Source: an optimization exercise on an open RTL-to-GDS flow (aim: small area, a short achievable clock period and few clock cycles per item). Production flows keep margins and buffers that such runs may drop.
Only the layout flow was run in this run; the RTL was not checked for function there.
Power and IR drop assume default switching activity.

### design/flow/design.v
module cidr_core (
    input  wire         clk,
    input  wire         rst,
    input  wire         cmd_valid,
    output wire         cmd_ready,
    input  wire [31:0]  cmd_word,
    input  wire [127:0] cmd_addr,
    output wire         rsp_valid,
    input  wire         rsp_ready,
    output wire [2:0]   rsp_status,
    output wire         rsp_info,
    output wire         rsp_flag,
    output wire [128:0] rsp_data
);
    reg         slot_valid [0:3];
    reg         slot_fam   [0:3];    
    reg [127:0] slot_base  [0:3];    
    reg [7:0]   slot_plen  [0:3];
    assign cmd_ready = ~rst & rsp_ready;
    assign rsp_valid = ~rst & cmd_valid;
    wire accept = cmd_valid & cmd_ready;
    wire [3:0]  op     = cmd_word[31:28];
    wire [1:0]  fam    = cmd_word[27:26];
    wire [1:0]  rs     = cmd_word[25:24];
    wire [1:0]  rd     = cmd_word[23:22];
    wire [15:0] plen_f = cmd_word[15:0];
    wire zero_ok  = (cmd_word[21:16] == 6'd0);
    wire plen_z   = (plen_f == 16'd0);
    wire is_mask  = (op == 4'h1) & zero_ok & (rs == 2'd0) & (rd == 2'd0);
    wire is_load  = (op == 4'h2) & zero_ok & (rs == 2'd0);
    wire is_repfx = (op == 4'h3) & zero_ok & (fam == 2'd0);
    wire is_match = (op == 4'h4) & zero_ok & (rd == 2'd0) & plen_z;
    wire rd_ok    = zero_ok & (fam == 2'd0) & (rd == 2'd0) & plen_z;
    wire is_rdb   = (op == 4'h5) & rd_ok;
    wire is_rdp   = (op == 4'h6) & rd_ok;
    wire is_rdm   = (op == 4'h7) & rd_ok;
    wire is_bsz   = (op == 4'h8) & rd_ok;
    wire is_free  = (op == 4'h9) & zero_ok & (fam == 2'd0) & (rs == 2'd0) & plen_z;
    wire legal    = is_mask | is_load | is_repfx | is_match | is_rdb | is_rdp |
                    is_rdm | is_bsz | is_free;
    wire         src_valid = slot_valid[rs];
    wire         src_fam   = slot_fam[rs];
    wire [127:0] src_base  = slot_base[rs];
    wire [7:0]   src_plen  = slot_plen[rs];
    wire       p_sent  = (plen_f == 16'hFFFF);
    wire       p_small = ~plen_f[15] & (plen_f[14:8] == 7'd0);
    wire       p_le32  = p_small & (plen_f[7:6] == 2'd0) & (~plen_f[5] | (plen_f[4:0] == 5'd0));
    wire       p_le128 = p_small & (~plen_f[7] | (plen_f[6:0] == 7'd0));
    wire       op_fam  = (op == 4'h3) ? src_fam : fam[0];
    wire       p_in_w  = op_fam ? p_le128 : p_le32;
    wire       use_src = (op == 4'h4) | (op == 4'h7) | (op == 4'h8);
    wire [7:0] tin     = plen_f[7:0] | (src_plen & {8{use_src}});
    wire [127:0] therm;
    genvar gi;
    generate
        for (gi = 0; gi < 128; gi = gi + 1) begin : g_therm
            assign therm[127 - gi] = tin[7] | (tin[6:0] > gi);
        end
    endgenerate
    wire [127:0] addr_f = {cmd_addr[127:96], cmd_addr[95:0] & {96{fam[0]}}};
    wire         a_on   = (op != 4'h3);
    wire         b_on   = (op != 4'h2);
    wire [127:0] x      = (addr_f & {128{a_on}}) ^ (src_base & {128{b_on}});
    wire [127:0] sel    = therm ^ {128{op != 4'h4}};
    wire         z      = |(x & sel);
    wire unsup    = (is_mask | is_load) & fam[1];
    wire empty    = (is_repfx | is_match | is_rdb | is_rdp | is_rdm | is_bsz) & ~src_valid;
    wire con      = (is_load & ~fam[1]) | (is_repfx & src_valid);
    wire con_rng  = con & ~(p_sent | p_in_w);
    wire con_str  = con & (p_sent | p_in_w) & z;
    wire mask_err = is_mask & ~fam[1] & ~p_in_w;
    wire wr_en    = con & (p_sent | p_in_w) & ~z;
    wire ok_rd    = src_valid;
    assign rsp_status = ~legal            ? 3'd5 :
                        unsup             ? 3'd2 :
                        empty             ? 3'd4 :
                        mask_err          ? 3'd3 :
                        (con_rng | con_str) ? 3'd1 : 3'd0;
    assign rsp_info = con_str;
    assign rsp_flag = is_match & src_valid & (fam == {1'b0, src_fam}) & ~z;
    wire k_mask = (is_mask & ~fam[1] & p_in_w) | (is_rdm & ok_rd);
    wire k_base = is_rdb & ok_rd;
    wire k_plen = is_rdp & ok_rd;
    wire k_bsz  = is_bsz & ok_rd;
    wire [128:0] t_ext = {1'b1, therm};
    wire [128:0] oh    = t_ext & ~{therm, 1'b0};
    wire [128:0] bsz   = src_fam ? oh : {96'd0, oh[128:96]};
    assign rsp_data = ({129{k_mask}} & {1'b0, therm}) |
                      ({129{k_base}} & {1'b0, src_base}) |
                      ({129{k_plen}} & {121'd0, src_plen}) |
                      ({129{k_bsz}}  & bsz);
    wire [7:0] new_plen = p_sent ? (op_fam ? 8'd128 : 8'd32) : plen_f[7:0];
    integer s;
    always @(posedge clk) begin
        if (rst) begin
            for (s = 0; s < 4; s = s + 1)
                slot_valid[s] <= 1'b0;
        end else if (accept) begin
            if (wr_en)
                slot_valid[rd] <= 1'b1;
            else if (is_free)
                slot_valid[rd] <= 1'b0;
        end
    end
    always @(posedge clk) begin
        if (accept & wr_en) begin
            slot_fam[rd]  <= op_fam;
            slot_base[rd] <= x;
            slot_plen[rd] <= new_plen;
        end
    end
endmodule
### design/flow/run.sh
#!/bin/bash
# synth_recipe.tcl (not shown) runs the flow's synth.tcl, then flattens the netlist and writes it again
# the make line also repeats each setting of config.mk as NAME=value (left out here)
make -C /OpenROAD-flow-scripts/flow DESIGN_CONFIG=/design/flow/config.mk WORK_HOME=/design/flow/orfs CLKGATE_MAP_FILE= SYNTH_SCRIPT=/design/flow/synth_recipe.tcl finish
### design/flow/config.mk
export PLATFORM = sky130hd
export DESIGN_NAME = cidr_core
export DESIGN_NICKNAME = cidr_core
export VERILOG_FILES = /design/flow/design.v
export SDC_FILE = /design/flow/constraint.sdc
export NUM_CORES = 4
export LEC_CHECK = 0
export CAP_MARGIN = 20
export CORE_MARGIN = 2
export CORE_UTILIZATION = 40
export SLEW_MARGIN = 20
### design/flow/constraint.sdc
create_clock -name core_clock -period 6.0 [get_ports {clk}]
set_input_delay 1.2000 -clock core_clock [delete_from_list [all_inputs] [get_ports {clk}]]
set_output_delay 1.2000 -clock core_clock [all_outputs]
set_load 0.01 [all_outputs]
==> run notes <==
## layout make-up
| type | count | area share (%) |
|---|---|---|
| sequential | 552 | 35.12 |
| multi-input combinational | 1712 | 30.06 |
| timing repair buffer | 1519 | 27.94 |
| clock buffer | 64 | 3.032 |
| tap | 978 | 2.592 |
| clock inverter | 38 | 1.020 |
| inverter | 28 | 0.2227 |
| antenna | 4 | 0.02120 |
## state kept, by name (all words and copies together), names as in the netlist
name,cells
slot_base,512
slot_plen,32
slot_fam,4
slot_valid,4
## kinds of logic after synthesis
| kind of cell | count (synthesis) | share of synthesized area (%) |
|---|---|---|
| flops | 552 | 54.59 |
| compound gates | 601 | 14.09 |
| buf+inv | 210 | 3.309 |
| simple gates | 741 | 10.94 |
| xor+xnor | 205 | 5.975 |
| mux | 165 | 11.09 |
## Yosys cell counts (all sizes together), types with 11 or more instances
library cell,n
mux2i,27
o221ai,13
o311ai,11
o21ai,140
nor2,113
xnor2,85
nand3,26
nor3,40
edfxtp,552
a211oi,24
a22oi,50
nor4,25
clkbuf,97
a31oi,29
nor2b,13
nand2,431
o31ai,12
a32oi,12
inv,28
o22ai,12
xor2,120
a22o,46
a221o,14
nand4,34
o211ai,22
buf,85
mux4,137
a21oi,116
## metrics by stage
step                utilization (%)  TNS [ps]  setup slack (ps)  cell area, um2
global route                  62.45     -4188            -771.2           47190
global placement              57.10   -721600             -2162           43150
finish                        62.46     -2490            -806.7           47200
floorplan                         -  -1090010             -1994           30550
detailed placement            57.10   -699210             -2119           43150
CTS                           61.61     -1792            -720.5           46560
## tightest hold or removal path: stages (launching register included)
cell	delay (ps)
edfxtp_1	320
mux4_2	240
nand2_1	70
xnor2_1	130
inv_2	80
## routing by layer
layer	up-vias	part of all wire, %	global-route usage (%)
met4	4	6.8	22.64
li1	12430	-	-
met5	-	0.013	0
met3	469	11	8.957
met2	2192	43	64.45
met1	15060	39	58.71
## worst max path at each step
stage                             from         endpoint  slack (ps)  cells past startpoint
final                     cmd_word[24]    rsp_status[0]        -810                     19
after global routing      cmd_word[31]    rsp_status[0]        -770                     22
after CTS                 cmd_word[29]    rsp_status[0]        -720                     18
after detailed placement  cmd_word[30]    rsp_status[0]       -2120                     18
after global placement    cmd_word[30]    rsp_status[0]       -2160                     18
after floorplan           cmd_word[30]  slot_base[1][0]       -1990                     13
## repair_timing
action                                  in CTS  in global routing
gates resized for setup                    439                233
endpoints found under the setup margin     681                123
pin swaps                                   67                 57
gates cloned                                 5                  1
buffers inserted                            73                 34
## power breakdown
group / switching, W / internal, W / total (W) / leakage (nW)
Combinational: 0.00157 / 0.00121 / 0.00278 / 12.8
Sequential: 0.000000190 / 0.00432 / 0.00432 / 4.97
Clock: 0.00152 / 0.00214 / 0.00366 / 0.933
Total: 0.00309 / 0.00767 / 0.0108 / 18.7
==> results_dict.tcl <==
set metrics [dict create \
    clkTransAtPathRegs_ps 60 \
    drv_cap 0 \
    core_um2 75570 \
    register_area_um2 16580 \
    grt_pass1_wl_um 232000 \
    critPathMaxStageDelay_ps 590 \
    instances_no_fill 4895 \
    hp-class "reg2reg" \
    ant_nets 0 \
    ys_top_cells_by_area "edfxtp_1 (55%), mux4_2 (10%), nand2_1 (5.3%)" \
    drtPass1Iterations 7 \
    cp_slowest_cell "mux4_2" \
    cp-end-kind "primary output" \
    worstReg2RegStart "slot_plen[2][0]" \
    setup_viol_count_final 24 \
    crit_type "in2out" \
    hold_path_end "slot_base[1][15]" \
    dieArea_um2 78130 \
    synth.distinct_cells 95 \
    yosysTopAreaCell "edfxtp_1" \
    synth_area_um2 30360 \
    slew_viol_final 0 \
    reg2reg_slack_ps 680 \
    h-tree-depth 2 \
    status "finished with violations" \
    final_cell_mix "buf_4 (1089), edfxtp_1 (552), nand2_1 (414)" \
    required_ps 4800 \
    syn_area_per_cell_um2 12.27 \
    crit_family "simple AND/OR/NAND/NOR gates" \
    timing.fmax_ghz 0.1469 \
    start_util_pct 40.18 \
    worst_pin_slew_ps 1146 \
    drc 0 \
    vias 30150 \
    ys_async_sr_fraction_pct 0 \
    totalWireLength_um 170600 \
    num_rows 101 \
    power.density_nw_per_um2 228.0 \
    drtIter0Drc 3967 \
    worstSkewPairLatency_ps 640 \
    ioPinCount 300 \
    grt_max_degree 59 \
    vdd_drop_max_mv 0.3258 \
    hpwl_um 133900 \
    p_leak_nw 18.71 \
    avgViaCountPerCell 6.160 \
    gr-total-overflow 0 \
    hold-path-cell-count 4 \
    die_height_um 279.5 \
    grt_util_all_layers_pct 42.93 \
    min_period_ps 6807 \
    holdWs_ps 962.9 \
    slew_headroom_pct 22.87 \
    crit_buf_inv 8 \
    synth_warnings 1 \
    ctsHoldBuffers 0 \
    cts_tree "built" \
    area_growth_syn_to_layout_pct 55.46 \
    ys.flop_type "edfxtp_1" \
    root_buffer "clkbuf_16" \
    check.faults "negative setup slack" \
    nets 4032 \
    synth_top_cell_area_share_pct 54.59 \
    dp.cells 4679 \
    gp_congestion 1.100 \
    wl_per_cell_um 34.85 \
    hp-start "slot_base[3][15]" \
    critPathLaunchType "primary input" \
    rsz0062_at_grt "true" \
    cts_buffer_depth 3 \
    p_total_w 0.01076 \
    grt_antenna_before_repair 10 \
    synth_edf_count 552 \
    die_w_um 279.5 \
    drive_gt1_share_pct 45.11 \
    cp_common_cell "buf_4" \
    syn-num-nets 2638 \
    ys_seq_area_share_pct 54.59 \
    cts_num_sinks 552 \
    period_share_pct 113.4 \
    multi_input_area_um2 14190 \
    fillCellCount 6041 \
    synth_cells 2474 \
    layout_commonest_cell "buf_4" \
    reg2reg_to "slot_base[0][40]" \
    r2r_cells 22 \
    crit_chain "buf_12, mux4_2, nor2_2, buf_4, o21a_1, buf_12, buf_4, buf_4, nor4_4, buf_4, o21ai_0, xnor2_1, a21oi_1, nand4_1, nor4_4, nand4_1, buf_4, a221o_1, buf_2" \
    numPortBuffers 299 \
    setup_ws_ps -806.7 \
    cp_max_fo 10 \
    numCtsBuffers 55 \
    worst_ep_arrival_time_ps 5610 \
    synth_seq_cells 552 \
    hold_violations 0 \
    grt_pass1_vias 29930 \
    skew_ps 16.54 \
]

-- re-timing with driven ports --
The results above use ideal ports. As a check the final layout listed here was re-extracted and re-timed, cells and wires unchanged. Step 1 assumes that a clkbuf_16 drives the clock port and a buf_2 every other input. Step 2 times the ports against the registers' clock, not the clock port: input delays grow and output delays shrink by t, the midpoint of the rising clock arrivals with the driver on. Slacks: ideal / step 1 / step 2; pairs: ideal / step 1.
shift t [ns]: 0.700
setup WS [ns]: -0.807 / -0.896 / -0.896
hold slack, ns: 0.963 / 0.963 / 0.963
latest minus earliest clock arrival (ns): 0.017 / 0.017
cell pins on the clock port's net: 1
The setup slack of this run moves by -0.089 ns with the drivers and by -0.089 ns with both steps.
